Background: an optimization exercise with open tools, aiming at small area, a short achievable clock period and few clock cycles. Do not read the settings as production practice.
Only simulation tests tie the RTL to the original design; equivalence was not proved.
No activity file was given, so power comes from the tool's default toggle rates.

$ cat flow/run.sh
#!/bin/bash
# Standard ORFS layout (the standard.sh, unchanged synthesis) with:
# - timing repair (floorplan, CTS, global route) aimed below the clock
#   period: repair_timing works towards setup slack SETUP_SLACK_MARGIN ns
#   at the design's clock, and may resize a cell to any cell of the same
#   function (MATCH_CELL_FOOTPRINT=0), not only one of the same footprint;
# - port buffers of a plain buffer cell (buffer_ports -buffer_cell) instead of
#   the default pick, a delay cell; every port is still buffered;
# - clock tree sinks clustered into larger groups and no dummy loads.
# The SDC and every other step are the standard ones. make's output goes to
# flow_make.log; each ORFS step keeps its own log under orfs/logs.
set -euo pipefail
MARGIN=$(cat flow/margin.txt)
CTS=$(cat flow/cts_args.txt)
bash standard.sh "SETUP_SLACK_MARGIN=$MARGIN" "CTS_ARGS=$CTS" MATCH_CELL_FOOTPRINT=0 \
    "BUFFER_PORTS_ARGS=-buffer_cell sky130_fd_sc_hd__buf_4" finish > flow_make.log 2>&1
$ cat flow/cts_args.txt
-sink_clustering_enable -repair_clock_nets -sink_clustering_size 30 -sink_clustering_max_diameter 80 -dont_use_dummy_load
$ cat flow/margin.txt
9.8
$ cat standard.sh
#!/bin/bash
# synth_recipe.tcl (not shown) runs the flow's synth.tcl, then flattens the netlist and writes it again
# the make line also repeats each setting of config.mk as NAME=value (left out here)
make -C /OpenROAD-flow-scripts/flow DESIGN_CONFIG=/design/flow/config.mk WORK_HOME=/design/flow/orfs CLKGATE_MAP_FILE= SYNTH_SCRIPT=/design/flow/synth_recipe.tcl "${@:-finish}"
$ cat config.mk
export PLATFORM = sky130hd
export DESIGN_NAME = blcore
export DESIGN_NICKNAME = blcore
export VERILOG_FILES = /design/flow/design.v
export SDC_FILE = /design/flow/constraint.sdc
export NUM_CORES = 8
export LEC_CHECK = 0
export CAP_MARGIN = 20
export CORE_MARGIN = 2
export CORE_UTILIZATION = 58
export SLEW_MARGIN = 20
export SYNTH_HIERARCHICAL = 1
$ cat constraint.sdc
create_clock -name core_clock -period 17.5 [get_ports {clk}]
set_input_delay 3.5000 -clock core_clock [delete_from_list [all_inputs] [get_ports {clk}]]
set_output_delay 3.5000 -clock core_clock [all_outputs]
set_load 0.01 [all_outputs]
$ cat design.v
module blcore (
    input  wire        clk,
    input  wire        rst,
    input  wire        req,
    input  wire        we,
    input  wire [10:0] addr,
    input  wire [31:0] wdata,
    output wire        ack,
    output wire        berr,
    output wire [31:0] rdata
);
    localparam [10:0] A_CFG    = 11'h000;
    localparam [10:0] A_STATUS = 11'h004;
    localparam [10:0] A_CMD    = 11'h008;
    localparam [10:0] A_OPA    = 11'h00C;
    localparam [10:0] A_OPB    = 11'h010;
    localparam [10:0] A_RES    = 11'h014;
    localparam [10:0] A_SYM    = 11'h018;
    localparam [10:0] A_ERRPOS = 11'h020;
    localparam [3:0] E_NONE      = 4'd0;
    localparam [3:0] E_UNKCHAR   = 4'd1;
    localparam [3:0] E_TOOLARGE  = 4'd4;
    localparam [3:0] E_INVSYM    = 4'd5;
    localparam [3:0] E_OPRANGE   = 4'd6;
    localparam [3:0] E_ILLEGAL   = 4'd7;
    reg        cfg_mode;
    reg        cfg_profile;
    reg [3:0]  cfg_gate;
    reg [7:0]  cfg_fallback;
    reg [3:0]  st_err;
    reg        st_sticky;
    reg        ep_len;           
    reg [1:0]  ep_pos;           
    reg [31:0] opa;
    reg [31:0] opb;
    reg [24:0] res;              
    reg [23:0] sym;              
    reg [2:0]  sym_v;            
    reg [2047:0] tab;            
    reg        ph1;              
    reg        ph2;              
    reg [10:0] addr_q;
    reg [7:0]  rdq;              
    reg        berr_q;
    reg        p_rev, p_dec, p_xdec, p_pack, p_unpack, p_enc;
    reg        pend;             
    reg        pw16;             
    reg [18:0] enc_x;            
    function [7:0] alpha;
        input [6:0] i;
        begin
            if (i < 7'd10)       alpha = 8'h30 + {1'b0, i};
            else if (i < 7'd36)  alpha = 8'h61 + {1'b0, i} - 8'd10;
            else if (i < 7'd62)  alpha = 8'h41 + {1'b0, i} - 8'd36;
            else begin
                case (i)
                    7'd62:   alpha = 8'h21;   
                    7'd63:   alpha = 8'h40;   
                    7'd64:   alpha = 8'h24;   
                    7'd65:   alpha = 8'h25;   
                    7'd66:   alpha = 8'h3F;   
                    7'd67:   alpha = 8'h26;   
                    7'd68:   alpha = 8'h3C;   
                    7'd69:   alpha = 8'h28;   
                    default: alpha = 8'h29;   
                endcase
            end
        end
    endfunction
    function [7:0] sym_index;
        input [7:0] b;
        begin
            if (b >= 8'h30 && b <= 8'h39)      sym_index = {1'b1, b[6:0] - 7'h30};
            else if (b >= 8'h61 && b <= 8'h7A) sym_index = {1'b1, b[6:0] - 7'h61 + 7'd10};
            else if (b >= 8'h41 && b <= 8'h5A) sym_index = {1'b1, b[6:0] - 7'h41 + 7'd36};
            else begin
                case (b)
                    8'h21:   sym_index = {1'b1, 7'd62};
                    8'h40:   sym_index = {1'b1, 7'd63};
                    8'h24:   sym_index = {1'b1, 7'd64};
                    8'h25:   sym_index = {1'b1, 7'd65};
                    8'h3F:   sym_index = {1'b1, 7'd66};
                    8'h26:   sym_index = {1'b1, 7'd67};
                    8'h3C:   sym_index = {1'b1, 7'd68};
                    8'h28:   sym_index = {1'b1, 7'd69};
                    8'h29:   sym_index = {1'b1, 7'd70};
                    default: sym_index = 8'h00;
                endcase
            end
        end
    endfunction
    function [15:0] rev16;
        input [15:0] x;
        integer k;
        begin
            for (k = 0; k < 16; k = k + 1)
                rev16[k] = x[15 - k];
        end
    endfunction
    function [7:0] rev8;
        input [7:0] x;
        integer k;
        begin
            for (k = 0; k < 8; k = k + 1)
                rev8[k] = x[7 - k];
        end
    endfunction
    wire ack_i;
    blcore_ack u_ack (.req(req), .rst(rst), .we(we), .addr(addr), .pend(pend),
                      .ph1(ph1), .ph2(ph2), .ack(ack));
    blcore_ack u_ack_i (.req(req), .rst(rst), .we(we), .addr(addr), .pend(pend),
                        .ph1(ph1), .ph2(ph2), .ack(ack_i));
    assign berr = berr_q;
    blcore_rdmux u_rdmux (.a4(addr[4]), .a3(addr[3]), .ph2(ph2), .slow(slow_rd),
                          .status({st_sticky, 1'b0, st_err}), .res(res),
                          .sym(sym_rd), .rdata(rdata));
    function mapped_f;
        input [10:0] a;
        begin
            mapped_f = (a[1:0] == 2'b00) &&
                       (a[10] || (a == A_CFG) || (a == A_STATUS) || (a == A_CMD) ||
                        (a == A_OPA) || (a == A_OPB) || (a == A_RES) ||
                        (a == A_SYM) || (a == A_ERRPOS));
        end
    endfunction
    wire mapped   = mapped_f(addr);
    wire do_write = ack_i && we && mapped;
    wire do_cmd   = do_write && (addr == A_CMD);
    wire [7:0] tsel    = ph1 ? addr_q[9:2] : opa[7:0];
    wire [15:0] tsel_lo, tsel_hi;
    wire [7:0]  tab_rd;
    genvar g, h, b;
    generate
        for (g = 0; g < 16; g = g + 1) begin : g_tdec
            assign tsel_lo[g] = (tsel[3:0] == g);
            assign tsel_hi[g] = (tsel[7:4] == g);
        end
        for (b = 0; b < 8; b = b + 1) begin : g_trd
            wire [15:0] grp;
            for (h = 0; h < 16; h = h + 1) begin : g_grp
                wire [15:0] col;
                for (g = 0; g < 16; g = g + 1) begin : g_col
                    assign col[g] = tab[8*(16*h+g)+b] & tsel_lo[g];
                end
                assign grp[h] = (|col) & tsel_hi[h];
            end
            assign tab_rd[b] = |grp;
        end
    endgenerate
    wire [7:0] op      = wdata[7:0];
    wire [1:0] wsel    = wdata[9:8];
    wire       rsv_bad = (wdata[31:10] != 22'h0) || (wsel == 2'b11);
    wire       op_ok   = (op[7:3] == 5'h00) || (op == 8'h0F);
    wire       illegal = rsv_bad || !op_ok;
    wire       w16     = (wsel == 2'b10) || ((wsel == 2'b00) && cfg_mode);
    wire       opa_hi16 = (opa[31:16] != 16'h0);
    wire       opa_hi8  = opa_hi16 || (opa[15:8] != 8'h0);
    wire       opa_over = w16 ? opa_hi16 : opa_hi8;
    wire o_rev    = (op[7:3] == 5'h00) && (op[2:0] == 3'd1);
    wire o_enc    = (op[7:3] == 5'h00) && (op[2:0] == 3'd2);
    wire o_dec    = (op[7:3] == 5'h00) && (op[2:0] == 3'd3);
    wire o_xenc   = (op[7:3] == 5'h00) && (op[2:0] == 3'd4);
    wire o_xdec   = (op[7:3] == 5'h00) && (op[2:0] == 3'd5);
    wire o_pack   = (op[7:3] == 5'h00) && (op[2:0] == 3'd6);
    wire o_unpack = (op[7:3] == 5'h00) && (op[2:0] == 3'd7);
    wire o_nop    = (op == 8'h00);
    wire o_clrerr = (op == 8'h0F);
    wire enc_big16 = (opa[31:19] != 13'h0) || (opa[18:0] > 19'd357910);
    wire enc_big8  = (opa[31:13] != 19'h0) || (opa[12:0] > 13'd5040);
    wire enc_big   = w16 ? enc_big16 : enc_big8;
    wire [7:0] si0 = {sym_v[0], sym[6:0]};
    wire [7:0] si1 = {sym_v[1], sym[14:8]};
    wire [7:0] si2 = {sym_v[2], sym[22:16]};
    wire [6:0] i0 = si0[6:0];
    wire [6:0] i1 = si1[6:0];
    wire [6:0] i2 = si2[6:0];
    wire       dec_bad = !si0[7] || !si1[7] || (w16 && !si2[7]);
    wire [1:0] dec_pos = !si0[7] ? 2'd0 : (!si1[7] ? 2'd1 : 2'd2);
    wire dec_over16 = (i0 > 7'd13) || ((i0 == 7'd13) && ((i1 != 7'd0) || (i2 > 7'd2)));
    wire dec_over8  = (i0 > 7'd3)  || ((i0 == 7'd3) && (i1 > 7'd42));
    wire dec_over   = w16 ? dec_over16 : dec_over8;
    wire opb_big = (opb[31:6] != 26'h0);
    wire opb_gt1 = (opb[5:1] != 5'h0);
    reg [3:0] c_err;
    reg       c_ep;
    always @(*) begin
        c_err = E_NONE;
        c_ep  = 1'b0;
        if (illegal)
            c_err = E_ILLEGAL;
        else if ((o_rev || o_xenc || o_unpack) && opa_over)
            c_err = E_OPRANGE;
        else if (o_enc && enc_big)
            c_err = E_OPRANGE;
        else if ((o_dec || o_xdec) && dec_bad) begin
            c_err = E_INVSYM;
            c_ep  = 1'b1;
        end else if (o_xdec && dec_over)
            c_err = E_OPRANGE;
        else if (o_pack) begin
            if (opa_hi8 || opb_big)     c_err = E_OPRANGE;
            else if (!tab_rd[7])        c_err = E_UNKCHAR;
            else if (!w16 && opb_gt1)   c_err = E_TOOLARGE;
        end
    end
    wire cmd_run    = do_cmd && (illegal || !o_nop);
    wire cmd_ok     = do_cmd && !illegal && (c_err == E_NONE);
    wire cmd_clrerr = !illegal && o_clrerr;
    wire [15:0] rev_opa_c = w16 ? rev16(opa[15:0]) : {8'h0, rev8(opa[7:0])};
    wire [12:0] dec_v8_r0 = ~({6'd0, i0[6:0]});
    wire [12:0] dec_v8_r1 = {3'd0, i0[6:0], 3'd0};
    wire [12:0] dec_v8_r2 = {i0[6:0], 6'd0};
    wire [12:0] dec_v8_r3 = {6'd0, i1[6:0]};
    wire [12:0] dec_v8_k = 13'd1;
    wire [12:0] dec_v8_s0_0 = dec_v8_r0 ^ dec_v8_r1 ^ dec_v8_r2;
    wire [12:0] dec_v8_c0_0 = {((dec_v8_r0[11:0] & dec_v8_r1[11:0]) | (dec_v8_r0[11:0] & dec_v8_r2[11:0]) | (dec_v8_r1[11:0] & dec_v8_r2[11:0])), 1'b0};
    wire [12:0] dec_v8_s1_0 = dec_v8_s0_0 ^ dec_v8_c0_0 ^ dec_v8_r3;
    wire [12:0] dec_v8_c1_0 = {((dec_v8_s0_0[11:0] & dec_v8_c0_0[11:0]) | (dec_v8_s0_0[11:0] & dec_v8_r3[11:0]) | (dec_v8_c0_0[11:0] & dec_v8_r3[11:0])), 1'b0};
    wire [12:0] dec_v8_s2_0 = dec_v8_s1_0 ^ dec_v8_c1_0 ^ dec_v8_k;
    wire [12:0] dec_v8_c2_0 = {((dec_v8_s1_0[11:0] & dec_v8_c1_0[11:0]) | (dec_v8_s1_0[11:0] & dec_v8_k[11:0]) | (dec_v8_c1_0[11:0] & dec_v8_k[11:0])), 1'b0};
    wire [12:0] dec_v8 = dec_v8_s2_0 + dec_v8_c2_0;
    wire [18:0] dec_v16_r0 = ~({6'd0, dec_v8[12:0]});
    wire [18:0] dec_v16_r1 = {3'd0, dec_v8[12:0], 3'd0};
    wire [18:0] dec_v16_r2 = {dec_v8[12:0], 6'd0};
    wire [18:0] dec_v16_r3 = {12'd0, i2[6:0]};
    wire [18:0] dec_v16_k = 19'd1;
    wire [18:0] dec_v16_s0_0 = dec_v16_r0 ^ dec_v16_r1 ^ dec_v16_r2;
    wire [18:0] dec_v16_c0_0 = {((dec_v16_r0[17:0] & dec_v16_r1[17:0]) | (dec_v16_r0[17:0] & dec_v16_r2[17:0]) | (dec_v16_r1[17:0] & dec_v16_r2[17:0])), 1'b0};
    wire [18:0] dec_v16_s1_0 = dec_v16_s0_0 ^ dec_v16_c0_0 ^ dec_v16_r3;
    wire [18:0] dec_v16_c1_0 = {((dec_v16_s0_0[17:0] & dec_v16_c0_0[17:0]) | (dec_v16_s0_0[17:0] & dec_v16_r3[17:0]) | (dec_v16_c0_0[17:0] & dec_v16_r3[17:0])), 1'b0};
    wire [18:0] dec_v16_s2_0 = dec_v16_s1_0 ^ dec_v16_c1_0 ^ dec_v16_k;
    wire [18:0] dec_v16_c2_0 = {((dec_v16_s1_0[17:0] & dec_v16_c1_0[17:0]) | (dec_v16_s1_0[17:0] & dec_v16_k[17:0]) | (dec_v16_c1_0[17:0] & dec_v16_k[17:0])), 1'b0};
    wire [18:0] dec_v16 = dec_v16_s2_0 + dec_v16_c2_0;
    wire [18:0] dec_val = pw16 ? dec_v16 : {6'h0, dec_v8};
    wire [15:0] rev_dec = pw16 ? rev16(dec_v16[15:0]) : {8'h0, rev8(dec_v8[7:0])};
    wire [15:0] rev_opa = pw16 ? rev16(opa[15:0]) : {8'h0, rev8(opa[7:0])};
    wire [15:0] pack_word = pw16 ? {{3{cfg_profile}}, opb[5:0], tab_rd[6:0]}
                                 : {8'h00, opb[0], tab_rd[6:0]};
    wire [255:0] hit;
    generate
        for (g = 0; g < 256; g = g + 1) begin : g_hit
            assign hit[g] = tab[8*g+7] && (tab[8*g +: 7] == opa[6:0]);
        end
    endgenerate
    wire [255:0] pv0 = hit;
    wire [127:0] pv1;  wire [127:0] pi1;
    wire [63:0]  pv2;  wire [127:0] pi2;
    wire [31:0]  pv3;  wire [95:0]  pi3;
    wire [15:0]  pv4;  wire [63:0]  pi4;
    wire [7:0]   pv5;  wire [39:0]  pi5;
    wire [3:0]   pv6;  wire [23:0]  pi6;
    wire [1:0]   pv7;  wire [13:0]  pi7;
    wire         pv8;  wire [7:0]   pi8;
    generate
        for (g = 0; g < 128; g = g + 1) begin : g_p1
            assign pv1[g] = pv0[2*g] | pv0[2*g+1];
            assign pi1[g] = !pv0[2*g];
        end
        for (g = 0; g < 64; g = g + 1) begin : g_p2
            assign pv2[g] = pv1[2*g] | pv1[2*g+1];
            assign pi2[2*g+1:2*g] = pv1[2*g] ? {1'b0, pi1[2*g]} : {1'b1, pi1[2*g+1]};
        end
        for (g = 0; g < 32; g = g + 1) begin : g_p3
            assign pv3[g] = pv2[2*g] | pv2[2*g+1];
            assign pi3[3*g+2:3*g] = pv2[2*g] ? {1'b0, pi2[4*g+1:4*g]} : {1'b1, pi2[4*g+3:4*g+2]};
        end
        for (g = 0; g < 16; g = g + 1) begin : g_p4
            assign pv4[g] = pv3[2*g] | pv3[2*g+1];
            assign pi4[4*g+3:4*g] = pv3[2*g] ? {1'b0, pi3[6*g+2:6*g]} : {1'b1, pi3[6*g+5:6*g+3]};
        end
        for (g = 0; g < 8; g = g + 1) begin : g_p5
            assign pv5[g] = pv4[2*g] | pv4[2*g+1];
            assign pi5[5*g+4:5*g] = pv4[2*g] ? {1'b0, pi4[8*g+3:8*g]} : {1'b1, pi4[8*g+7:8*g+4]};
        end
        for (g = 0; g < 4; g = g + 1) begin : g_p6
            assign pv6[g] = pv5[2*g] | pv5[2*g+1];
            assign pi6[6*g+5:6*g] = pv5[2*g] ? {1'b0, pi5[10*g+4:10*g]} : {1'b1, pi5[10*g+9:10*g+5]};
        end
        for (g = 0; g < 2; g = g + 1) begin : g_p7
            assign pv7[g] = pv6[2*g] | pv6[2*g+1];
            assign pi7[7*g+6:7*g] = pv6[2*g] ? {1'b0, pi6[12*g+5:12*g]} : {1'b1, pi6[12*g+11:12*g+6]};
        end
    endgenerate
    assign pv8 = pv7[0] | pv7[1];
    assign pi8 = pv7[0] ? {1'b0, pi7[6:0]} : {1'b1, pi7[13:7]};
    wire [7:0]  unp_char = pv8 ? pi8 : cfg_fallback;
    wire [24:0] unp_res  = {!pv8, unp_char, opa[15:0]};
    wire [24:0] p_res = ({25{p_rev}}    & {9'h0, rev_opa})
                      | ({25{p_dec}}    & {6'h0, dec_val})
                      | ({25{p_xdec}}   & {9'h0, rev_dec})
                      | ({25{p_pack}}   & {9'h0, pack_word})
                      | ({25{p_unpack}} & unp_res);
    wire [15:0] enc_pq_r0 = ~({12'd0, enc_x[18:15]});
    wire [15:0] enc_pq_r1 = ~({10'd0, enc_x[18:13]});
    wire [15:0] enc_pq_r2 = {8'd0, enc_x[18:11]};
    wire [15:0] enc_pq_r3 = ~({4'd0, enc_x[18:7]});
    wire [15:0] enc_pq_r4 = ~({2'd0, enc_x[18:5]});
    wire [15:0] enc_pq_r5 = {enc_x[17:2]};
    wire [15:0] enc_pq_r6 = ~({enc_x[15:0]});
    wire [15:0] enc_pq_r7 = {enc_x[12:0], 3'd0};
    wire [15:0] enc_pq_k = 16'd6;
    wire [15:0] enc_pq_s0_0 = enc_pq_r0 ^ enc_pq_r1 ^ enc_pq_r2;
    wire [15:0] enc_pq_c0_0 = {((enc_pq_r0[14:0] & enc_pq_r1[14:0]) | (enc_pq_r0[14:0] & enc_pq_r2[14:0]) | (enc_pq_r1[14:0] & enc_pq_r2[14:0])), 1'b0};
    wire [15:0] enc_pq_s0_1 = enc_pq_r3 ^ enc_pq_r4 ^ enc_pq_r5;
    wire [15:0] enc_pq_c0_1 = {((enc_pq_r3[14:0] & enc_pq_r4[14:0]) | (enc_pq_r3[14:0] & enc_pq_r5[14:0]) | (enc_pq_r4[14:0] & enc_pq_r5[14:0])), 1'b0};
    wire [15:0] enc_pq_s0_2 = enc_pq_r6 ^ enc_pq_r7 ^ enc_pq_k;
    wire [15:0] enc_pq_c0_2 = {((enc_pq_r6[14:0] & enc_pq_r7[14:0]) | (enc_pq_r6[14:0] & enc_pq_k[14:0]) | (enc_pq_r7[14:0] & enc_pq_k[14:0])), 1'b0};
    wire [15:0] enc_pq_s1_0 = enc_pq_s0_0 ^ enc_pq_c0_0 ^ enc_pq_s0_1;
    wire [15:0] enc_pq_c1_0 = {((enc_pq_s0_0[14:0] & enc_pq_c0_0[14:0]) | (enc_pq_s0_0[14:0] & enc_pq_s0_1[14:0]) | (enc_pq_c0_0[14:0] & enc_pq_s0_1[14:0])), 1'b0};
    wire [15:0] enc_pq_s1_1 = enc_pq_c0_1 ^ enc_pq_s0_2 ^ enc_pq_c0_2;
    wire [15:0] enc_pq_c1_1 = {((enc_pq_c0_1[14:0] & enc_pq_s0_2[14:0]) | (enc_pq_c0_1[14:0] & enc_pq_c0_2[14:0]) | (enc_pq_s0_2[14:0] & enc_pq_c0_2[14:0])), 1'b0};
    wire [15:0] enc_pq_s2_0 = enc_pq_s1_0 ^ enc_pq_c1_0 ^ enc_pq_s1_1;
    wire [15:0] enc_pq_c2_0 = {((enc_pq_s1_0[14:0] & enc_pq_c1_0[14:0]) | (enc_pq_s1_0[14:0] & enc_pq_s1_1[14:0]) | (enc_pq_c1_0[14:0] & enc_pq_s1_1[14:0])), 1'b0};
    wire [15:0] enc_pq_s3_0 = enc_pq_s2_0 ^ enc_pq_c2_0 ^ enc_pq_c1_1;
    wire [15:0] enc_pq_c3_0 = {((enc_pq_s2_0[14:0] & enc_pq_c2_0[14:0]) | (enc_pq_s2_0[14:0] & enc_pq_c1_1[14:0]) | (enc_pq_c2_0[14:0] & enc_pq_c1_1[14:0])), 1'b0};
    wire [15:0] enc_pq = enc_pq_s3_0 + enc_pq_c3_0;
    wire [6:0] enc_q = enc_pq[15:9];
    wire [20:0] enc_pd_r0 = {17'd0, enc_x[18:15]};
    wire [20:0] enc_pd_r1 = {15'd0, enc_x[18:13]};
    wire [20:0] enc_pd_r2 = {4'd0, enc_x[18:2]};
    wire [20:0] enc_pd_r3 = ~({2'd0, enc_x[18:0]});
    wire [20:0] enc_pd_r4 = {enc_x[18:0], 2'd0};
    wire [20:0] enc_pd_k = 21'd3;
    wire [20:0] enc_pd_s0_0 = enc_pd_r0 ^ enc_pd_r1 ^ enc_pd_r2;
    wire [20:0] enc_pd_c0_0 = {((enc_pd_r0[19:0] & enc_pd_r1[19:0]) | (enc_pd_r0[19:0] & enc_pd_r2[19:0]) | (enc_pd_r1[19:0] & enc_pd_r2[19:0])), 1'b0};
    wire [20:0] enc_pd_s0_1 = enc_pd_r3 ^ enc_pd_r4 ^ enc_pd_k;
    wire [20:0] enc_pd_c0_1 = {((enc_pd_r3[19:0] & enc_pd_r4[19:0]) | (enc_pd_r3[19:0] & enc_pd_k[19:0]) | (enc_pd_r4[19:0] & enc_pd_k[19:0])), 1'b0};
    wire [20:0] enc_pd_s1_0 = enc_pd_s0_0 ^ enc_pd_c0_0 ^ enc_pd_s0_1;
    wire [20:0] enc_pd_c1_0 = {((enc_pd_s0_0[19:0] & enc_pd_c0_0[19:0]) | (enc_pd_s0_0[19:0] & enc_pd_s0_1[19:0]) | (enc_pd_c0_0[19:0] & enc_pd_s0_1[19:0])), 1'b0};
    wire [20:0] enc_pd_s2_0 = enc_pd_s1_0 ^ enc_pd_c1_0 ^ enc_pd_c0_1;
    wire [20:0] enc_pd_c2_0 = {((enc_pd_s1_0[19:0] & enc_pd_c1_0[19:0]) | (enc_pd_s1_0[19:0] & enc_pd_c0_1[19:0]) | (enc_pd_c1_0[19:0] & enc_pd_c0_1[19:0])), 1'b0};
    wire [20:0] enc_pd = enc_pd_s2_0 + enc_pd_c2_0;
    wire [6:0] enc_d2 = enc_pd[20:14];
    wire [6:0] enc_d0_r0 = enc_x[6:0];
    wire [6:0] enc_d0_r1 = {enc_q[6:0]};
    wire [6:0] enc_d0_r2 = ~({enc_q[3:0], 3'd0});
    wire [6:0] enc_d0_r3 = ~({enc_q[0:0], 6'd0});
    wire [6:0] enc_d0_k = 7'd2;
    wire [6:0] enc_d0_s0_0 = enc_d0_r0 ^ enc_d0_r1 ^ enc_d0_r2;
    wire [6:0] enc_d0_c0_0 = {((enc_d0_r0[5:0] & enc_d0_r1[5:0]) | (enc_d0_r0[5:0] & enc_d0_r2[5:0]) | (enc_d0_r1[5:0] & enc_d0_r2[5:0])), 1'b0};
    wire [6:0] enc_d0_s1_0 = enc_d0_s0_0 ^ enc_d0_c0_0 ^ enc_d0_r3;
    wire [6:0] enc_d0_c1_0 = {((enc_d0_s0_0[5:0] & enc_d0_c0_0[5:0]) | (enc_d0_s0_0[5:0] & enc_d0_r3[5:0]) | (enc_d0_c0_0[5:0] & enc_d0_r3[5:0])), 1'b0};
    wire [6:0] enc_d0_s2_0 = enc_d0_s1_0 ^ enc_d0_c1_0 ^ enc_d0_k;
    wire [6:0] enc_d0_c2_0 = {((enc_d0_s1_0[5:0] & enc_d0_c1_0[5:0]) | (enc_d0_s1_0[5:0] & enc_d0_k[5:0]) | (enc_d0_c1_0[5:0] & enc_d0_k[5:0])), 1'b0};
    wire [6:0] enc_d0 = enc_d0_s2_0 + enc_d0_c2_0;
    wire [6:0] enc_d1_r0 = enc_q;
    wire [6:0] enc_d1_r1 = {enc_d2[6:0]};
    wire [6:0] enc_d1_r2 = ~({enc_d2[3:0], 3'd0});
    wire [6:0] enc_d1_r3 = ~({enc_d2[0:0], 6'd0});
    wire [6:0] enc_d1_k = 7'd2;
    wire [6:0] enc_d1_s0_0 = enc_d1_r0 ^ enc_d1_r1 ^ enc_d1_r2;
    wire [6:0] enc_d1_c0_0 = {((enc_d1_r0[5:0] & enc_d1_r1[5:0]) | (enc_d1_r0[5:0] & enc_d1_r2[5:0]) | (enc_d1_r1[5:0] & enc_d1_r2[5:0])), 1'b0};
    wire [6:0] enc_d1_s1_0 = enc_d1_s0_0 ^ enc_d1_c0_0 ^ enc_d1_r3;
    wire [6:0] enc_d1_c1_0 = {((enc_d1_s0_0[5:0] & enc_d1_c0_0[5:0]) | (enc_d1_s0_0[5:0] & enc_d1_r3[5:0]) | (enc_d1_c0_0[5:0] & enc_d1_r3[5:0])), 1'b0};
    wire [6:0] enc_d1_s2_0 = enc_d1_s1_0 ^ enc_d1_c1_0 ^ enc_d1_k;
    wire [6:0] enc_d1_c2_0 = {((enc_d1_s1_0[5:0] & enc_d1_c1_0[5:0]) | (enc_d1_s1_0[5:0] & enc_d1_k[5:0]) | (enc_d1_c1_0[5:0] & enc_d1_k[5:0])), 1'b0};
    wire [6:0] enc_d1 = enc_d1_s2_0 + enc_d1_c2_0;
    wire [23:0] enc_sym = pw16 ? {1'b0, enc_d0, 1'b0, enc_d1, 1'b0, enc_d2}
                               : {8'h00, 1'b0, enc_d0, 1'b0, enc_d1};
    wire [23:0] sym_rd = {sym_v[2] ? alpha(sym[22:16]) : sym[23:16],
                          sym_v[1] ? alpha(sym[14:8])  : sym[15:8],
                          sym_v[0] ? alpha(sym[6:0])   : sym[7:0]};
    wire [7:0]  swi0 = sym_index(wdata[7:0]);
    wire [7:0]  swi1 = sym_index(wdata[15:8]);
    wire [7:0]  swi2 = sym_index(wdata[23:16]);
    wire [23:0] sym_wr = {swi2[7] ? {1'b0, swi2[6:0]} : wdata[23:16],
                          swi1[7] ? {1'b0, swi1[6:0]} : wdata[15:8],
                          swi0[7] ? {1'b0, swi0[6:0]} : wdata[7:0]};
    reg [31:0] slow_rd;
    always @(*) begin
        slow_rd = 32'h0;
        if (addr_q[10])
            slow_rd = {24'h0, rdq};
        else begin
            case (addr_q)
                A_CFG:    slow_rd = {16'h0, cfg_fallback, 2'b00, cfg_gate, cfg_profile, cfg_mode};
                A_STATUS: slow_rd = {26'h0, st_sticky, 1'b0, st_err};
                A_OPA:    slow_rd = opa;
                A_OPB:    slow_rd = opb;
                A_RES:    slow_rd = {7'h0, res};
                A_SYM:    slow_rd = {8'h0, sym_rd};
                A_ERRPOS: slow_rd = {15'h0, ep_len, 14'h0, ep_pos};
                default:  slow_rd = 32'h0;
            endcase
        end
    end
    always @(posedge clk) begin
        addr_q <= addr;
        if (rst || !req || ack_i) begin
            ph1 <= 1'b0;
            ph2 <= 1'b0;
        end else begin
            ph1 <= !ph1 && !ph2;
            ph2 <= ph1;
        end
        if (ph1) begin
            rdq    <= tab_rd;
            berr_q <= !mapped_f(addr_q);
        end else begin
            berr_q <= 1'b0;
        end
    end
    wire       tab_wr = do_write && addr[10];
    wire [7:0] tab_wd = wdata[7:0] & {8{!rst}};
    generate
        for (g = 0; g < 256; g = g + 1) begin : g_tab
            always @(posedge clk)
                if (rst || (tab_wr && addr[9:2] == g))
                    tab[8*g +: 8] <= tab_wd;
        end
    endgenerate
    always @(posedge clk) begin
        if (rst) begin
            cfg_mode     <= 1'b1;
            cfg_profile  <= 1'b0;
            cfg_gate     <= 4'h0;
            cfg_fallback <= 8'h20;
            st_err       <= 4'h0;
            st_sticky    <= 1'b0;
            ep_len       <= 1'b0;
            ep_pos       <= 2'd0;
            opa          <= 32'h0;
            opb          <= 32'h0;
            res          <= 25'h0;
            sym          <= 24'h0;
            sym_v        <= 3'b000;
            p_rev        <= 1'b0;
            p_dec        <= 1'b0;
            p_xdec       <= 1'b0;
            p_pack       <= 1'b0;
            p_unpack     <= 1'b0;
            p_enc        <= 1'b0;
            pend         <= 1'b0;
        end else begin
            if (p_rev || p_dec || p_xdec || p_pack || p_unpack)
                res <= p_res;
            if (p_enc) begin
                sym   <= enc_sym;
                sym_v <= {pw16, 2'b11};
            end
            p_rev    <= cmd_ok && o_rev;
            p_dec    <= cmd_ok && o_dec;
            p_xdec   <= cmd_ok && o_xdec;
            p_pack   <= cmd_ok && o_pack;
            p_unpack <= cmd_ok && o_unpack;
            p_enc    <= cmd_ok && (o_enc || o_xenc);
            pend     <= cmd_ok && !o_clrerr && !o_nop;
            if (do_write && !addr[10]) begin
                case (addr)
                    A_CFG: begin
                        cfg_mode     <= wdata[0];
                        cfg_profile  <= wdata[1];
                        cfg_gate     <= wdata[5:2];
                        cfg_fallback <= wdata[15:8];
                    end
                    A_OPA: opa <= wdata;
                    A_OPB: opb <= wdata;
                    A_SYM: begin
                        sym   <= sym_wr;
                        sym_v <= {swi2[7], swi1[7], swi0[7]};
                    end
                    default: ;
                endcase
            end
            if (cmd_run) begin
                st_err <= c_err;
                ep_len <= c_ep;
                ep_pos <= c_ep ? dec_pos : 2'd0;
                if (c_err != E_NONE) st_sticky <= 1'b1;
                else if (cmd_clrerr) st_sticky <= 1'b0;
            end
        end
    end
    always @(posedge clk) begin
        if (do_cmd) begin
            pw16  <= w16;
            enc_x <= o_xenc ? {3'b000, rev_opa_c} : opa[18:0];
        end
    end
endmodule
module blcore_ack (
    input  wire        req,
    input  wire        rst,
    input  wire        we,
    input  wire [10:0] addr,
    input  wire        pend,
    input  wire        ph1,
    input  wire        ph2,
    output wire        ack
);
    wire       lo0     = (addr[1:0] == 2'b00);
    wire [2:0] ar      = addr[4:2];
    wire       hi0     = (addr[9:5] == 5'h00);
    wire       rd_ok   = (ar == 3'd1) || (!pend && (ar == 3'd5 || ar == 3'd6));
    wire       fast_rd = !we && lo0 && !addr[10] && hi0 && rd_ok;
    wire       fast_wr = we && lo0 && !pend && (addr[10] || (hi0 && ar != 3'd7));
    wire       fast    = fast_rd || fast_wr;
    assign ack = req && !rst && (ph2 || (fast && !ph1));
endmodule
module blcore_rdmux (
    input  wire        a4,
    input  wire        a3,
    input  wire        ph2,
    input  wire [31:0] slow,
    input  wire [5:0]  status,
    input  wire [24:0] res,
    input  wire [23:0] sym,
    output wire [31:0] rdata
);
    assign rdata = ph2 ? slow
                 : (!a4 ? {26'h0, status} : (!a3 ? {7'h0, res} : {8'h0, sym}));
endmodule
==> report_table.html <==
<table>
<tr><th>Metric</th><th>Value</th></tr>
<tr><th colspan="2">Synth</th></tr>
<tr><td>Top cells by area in the synthesized netlist</td><td>edfxtp_1, xnor2_1, a22oi_1, ha_1, nand4_1</td></tr>
<tr><td>Proportion of synthesized flip-flops having asynchronous set or reset</td><td>0%</td></tr>
<tr><td>Number of warnings issued by yosys</td><td>7</td></tr>
<tr><td>Number of flip-flops and latches in the synthesized netlist</td><td>2,234</td></tr>
<tr><td>Sequential fraction of the synthesis area</td><td>52.86%</td></tr>
<tr><td>Most frequently used flop master after synthesis</td><td>edfxtp_1</td></tr>
<tr><td>Mapped Avg Cell Area</td><td>11.87 um^2</td></tr>
<tr><td>Area fraction of the dominant cell type after synthesis</td><td>50.31%</td></tr>
<tr><td>Most area-hungry cell type in the Yosys netlist</td><td>edfxtp_1</td></tr>
<tr><td>Post-Syn Area</td><td>123,900 um^2</td></tr>
<tr><td>Synth cell types</td><td>118</td></tr>
<tr><td>Number of flops mapped to enable cells by yosys</td><td>2,076</td></tr>
<tr><td>Cell count after synthesis</td><td>10,440</td></tr>
<tr><th colspan="2">GRT</th></tr>
<tr><td>Global-route usage over all layers</td><td>46.77%</td></tr>
<tr><td>Initial antenna violation count</td><td>50</td></tr>
<tr><td>Vias in the first global route</td><td>91,820</td></tr>
<tr><td>Maximum number of pins on one net before global-route repair</td><td>143</td></tr>
<tr><td>Total gr overflow</td><td>0</td></tr>
<tr><td>Wire length of the first global-routing pass</td><td>718.8 mm</td></tr>
<tr><th colspan="2">Critical path</th></tr>
<tr><td>Slowest-stage cell, CP</td><td>nor3_4</td></tr>
<tr><td>Data arrival at the endpoint of the critical path</td><td>4.48 ns</td></tr>
<tr><td>Kind of cell adding the most delay to the critical path</td><td>simple AND/OR/NAND/NOR gates</td></tr>
<tr><td>Critical Path Max Stage Delay</td><td>0.29 ns</td></tr>
<tr><td>Maximum net fanout on the critical path</td><td>2</td></tr>
<tr><td>Cells along the critical path</td><td>buf_12 -&gt; nor3_4 -&gt; a311oi_4 -&gt; nor4b_4 -&gt; buf_4</td></tr>
<tr><td>Worst setup path class</td><td>input pin to output port</td></tr>
<tr><td>Critical path endpoint category</td><td>output port</td></tr>
<tr><td>Number of buffers and inverters on the critical path</td><td>2</td></tr>
<tr><td>Type of origin of the critical path</td><td>input pin</td></tr>
<tr><td>Required time at the worst-slack endpoint</td><td>14.00 ns</td></tr>
<tr><th colspan="2">Die</th></tr>
<tr><td>Vert. Die Dim</td><td>466.2 um</td></tr>
<tr><td>Overall die area</td><td>217,300 um^2</td></tr>
<tr><td>Std cell rows</td><td>169</td></tr>
<tr><td>Io pins</td><td>81</td></tr>
<tr><td>Die Wd</td><td>466.2 um</td></tr>
<tr><td>Total core area</td><td>212,300 um^2</td></tr>
<tr><td>Initial standard-cell utilization of the core</td><td>58.37%</td></tr>
<tr><th colspan="2">Routing</th></tr>
<tr><td>Number of antenna-violating nets in the routed design</td><td>0</td></tr>
<tr><td>Total number of vias</td><td>99,220</td></tr>
<tr><td>WL final</td><td>522.6 mm</td></tr>
<tr><td>Via density per instance</td><td>7.525</td></tr>
<tr><td>Drt wl/cell</td><td>39.64 um</td></tr>
<tr><td>Detailed-router iteration count before antenna repair</td><td>10</td></tr>
<tr><td>Violation count after the first detailed-routing iteration</td><td>19,400</td></tr>
<tr><td>Total DRC errors in the routed layout</td><td>0</td></tr>
<tr><th colspan="2">Finish</th></tr>
<tr><td>Storage cell area</td><td>65,540 um^2</td></tr>
<tr><td>Multi-input gate area in the final layout</td><td>53,300 um^2</td></tr>
<tr><td>Synthesis-to-layout area growth</td><td>5.199%</td></tr>
<tr><td>Fraction of layout cells with a size suffix above 1</td><td>7.527%</td></tr>
<tr><td>Leading cell types in the layout, fill and taps excluded</td><td>edfxtp_1, xnor2_1, a22oi_1</td></tr>
<tr><td>Most frequent standard cell in the layout excluding fill and tap cells</td><td>edfxtp_1</td></tr>
<tr><td>Net count, final</td><td>10,750</td></tr>
<tr><td>Number of filler cells placed in the layout</td><td>17,010</td></tr>
<tr><th colspan="2">Placement</th></tr>
<tr><td>Routability cong.</td><td>1.032</td></tr>
<tr><td>Post-DP HPWL</td><td>344.4 mm</td></tr>
<tr><td>Setup WS pre-CTS</td><td>9.097 ns</td></tr>
<tr><td>Count of input and output buffers</td><td>80</td></tr>
<tr><th colspan="2">Min path</th></tr>
<tr><td>Hold Path Class</td><td>flop to flop</td></tr>
<tr><th colspan="2">Pwr</th></tr>
<tr><td>Power per cell area</td><td>82.09 nW/um^2</td></tr>
<tr><td>Total power after layout</td><td>0.01070 W</td></tr>
<tr><td>Highest ir drop seen on vdd</td><td>134.2 uV</td></tr>
<tr><td>Leakage component of the power</td><td>42.43 nW</td></tr>
<tr><th colspan="2">Clock tree</th></tr>
<tr><td>Later-pin clock latency in the skew report</td><td>0.88 ns</td></tr>
<tr><td>H-Tree Depth</td><td>3</td></tr>
<tr><td>Cell at the root of the clock tree</td><td>clkbuf_16</td></tr>
<tr><td>Clk pin slew, worst setup/hold paths</td><td>0.07 ns</td></tr>
<tr><td>TritonCTS Buffers</td><td>116</td></tr>
<tr><td>TritonCTS clock tree</td><td>built</td></tr>
<tr><td>Number of sinks on the clock net</td><td>2,234</td></tr>
<tr><td>CTS max path bufs</td><td>3</td></tr>
<tr><td>Number of buffers added to fix hold violations after cts</td><td>0</td></tr>
<tr><th colspan="2">Run status</th></tr>
<tr><td>Status</td><td>no timing/DRC/antenna violations</td></tr>
<tr><th colspan="2">STA</th></tr>
<tr><td>Clock skew after layout</td><td>0.1539 ns</td></tr>
<tr><td>Transition at the pin with the smallest max-transition slack</td><td>1.350 ns</td></tr>
<tr><td>Final setup slack of the worst path</td><td>9.523 ns</td></tr>
<tr><td>Tightest slew margin relative to the limit</td><td>9.279%</td></tr>
<tr><td>Setup violation total in the final timing report</td><td>0</td></tr>
<tr><td>Total count of hold-check failures in the final report</td><td>0</td></tr>
<tr><td>Setup TNS</td><td>0 ns</td></tr>
<tr><td>Final Max Tran Viols</td><td>0</td></tr>
<tr><td>Top achievable clock speed</td><td>125.4 MHz</td></tr>
<tr><td>Final cycle utilization of the critical path</td><td>45.58%</td></tr>
<tr><td>RSZ-0062 raised after global routing</td><td>yes</td></tr>
<tr><td>Final min period</td><td>7.977 ns</td></tr>
<tr><th colspan="2">Job</th></tr>
<tr><td>Max capacitance violation total</td><td>0</td></tr>
</table>
-- kinds of logic after synthesis --
logic type      after synthesis  share of synthesized area [%]
simple gates               2466                          10.39
compound gates             2345                          13.37
flops                      2234                          52.86
xor+xnor                   1875                          13.26
buf+inv                    1026                          4.663
fa+ha+maj                   393                          4.609
mux                          99                         0.8391
other cells                   1                       0.003026
-- synth_stat cells (all sizes together), types with 25 or more instances --
library cell / number
inv: 362
buf: 408
o22ai: 61
a222oi: 67
and3: 65
a221oi: 149
edfxtp: 2076
xnor2: 1557
a22oi: 686
o211ai: 43
nor2b: 36
a21oi: 267
nand2: 629
a21o: 25
and4: 37
nand2b: 27
mux2: 26
a41oi: 56
dfxtp: 158
a31oi: 52
nand3: 107
a211oi: 57
nor2: 603
and2: 40
mux2i: 73
fa: 106
nand4: 521
o21ai: 483
o31ai: 28
nor4: 176
xor2: 317
ha: 286
a22o: 139
clkbuf: 256
nor3: 107
-- sequential cells by signal, indices dropped and copies added (netlist names), 2 cells and up --
register	count
res	25
cfg_fallback	8
opa	32
cfg_gate	4
tab	2048
opb	32
rdq	8
ep_pos	2
enc_x	19
sym_v	3
addr_q	11
sym	24
st_err	3
-- worst min-delay path: cells and delay by family, from the launching register on --
kind	cells	cell delay, ns
flip-flops	1	0.31
AND/OR/NAND/NOR	1	0.05
AO/OA/AOI/OAI	1	0.05
-- power breakdown --
| part | internal [W] | switching (W) |
|---|---|---|
| Clock | 0.00117 | 0.00171 |
| Combinational | 0.000382 | 0.000783 |
| Sequential | 0.00629 | 0.000365 |
-- final timing paths --
path                    start           to  slack (ns)  depth (start not counted)
hold / removal    cfg_gate[1]  cfg_gate[1]        0.45                          2
hold reg to reg   cfg_gate[1]  cfg_gate[1]        0.45                          2
setup reg to reg       opa[2]       res[1]        9.79                         13
setup / recovery      addr[7]          ack        9.52                          5
-- per-module statistics from Yosys (local to each module, per instance) --
module | cells | copies in the design
blcore_ack | 12 | 2
blcore_rdmux | 92 | 1
blcore | 10320 | 1
-- final cells by class --
class,count,area share (%)
sequential,2234,50.28
multi-input combinational,7182,40.89
timing repair buffer,416,2.738
tap,2821,2.708
clock buffer,116,2.227
inverter,362,1.057
antenna,54,0.1037
-- timing repair --
| item | CTS | global route |
|---|---|---|
| buffers inserted | 22 | 27 |
| pin swaps | 8 | 13 |
| gates resized for setup | 57 | 36 |
| endpoints found under the setup margin | 32 | 45 |
| gates cloned | 4 | 1 |
-- per-layer routing --
layer  routed length [um]  vias to the layer above  GRT usage [%]
met1               184200                    48680          61.66
met2               216200                     9482          66.00
met5                  431                        -         0.4611
met3                83630                     2007          16.53
met4                38170                       38          28.63
li1                     -                    39010              -
-- metrics by stage --
stage,instances,hold WS (ns),cell area [um^2],util (%)
2_1_floorplan,10440,0.4312,124000,-
3_3_place_gp,12950,0.4420,126400,59.52
3_5_place_dp,12950,0.4454,126400,59.54
4_1_cts,13090,0.4555,129800,61.13
5_1_grt,13140,0.4920,130200,61.35
6_report,13190,0.4544,130400,61.40
Testbench counts, summed over its fixed seeds: cycles 56,088.

## re-timing with driven ports
The results above use ideal ports. As a check the final layout listed here was re-extracted and re-timed, cells and wires unchanged.
Step 1, drivers: a clkbuf_16 drives clk and a buf_2 each remaining input, both assumed.
Step 2 adds t to the input delays and takes it off the output delays; t is the mean of the earliest and latest rising clock arrival at the registers after step 1. Input paths then give back, and output paths get back, about the clock's delay inside the block.
a / b / c = ideal ports / drivers / drivers and shift; a / b = the first two.
shift t [ns]: 0.893
setup WS [ns]: 9.523 / 9.366 / 9.105
worst data-port slew with drivers (ns): 0.21
cell pins on the clock port's net: 1
After both steps this run still meets setup and hold. The setup slack of this run moves by -0.157 ns with the drivers and by -0.418 ns with both steps.
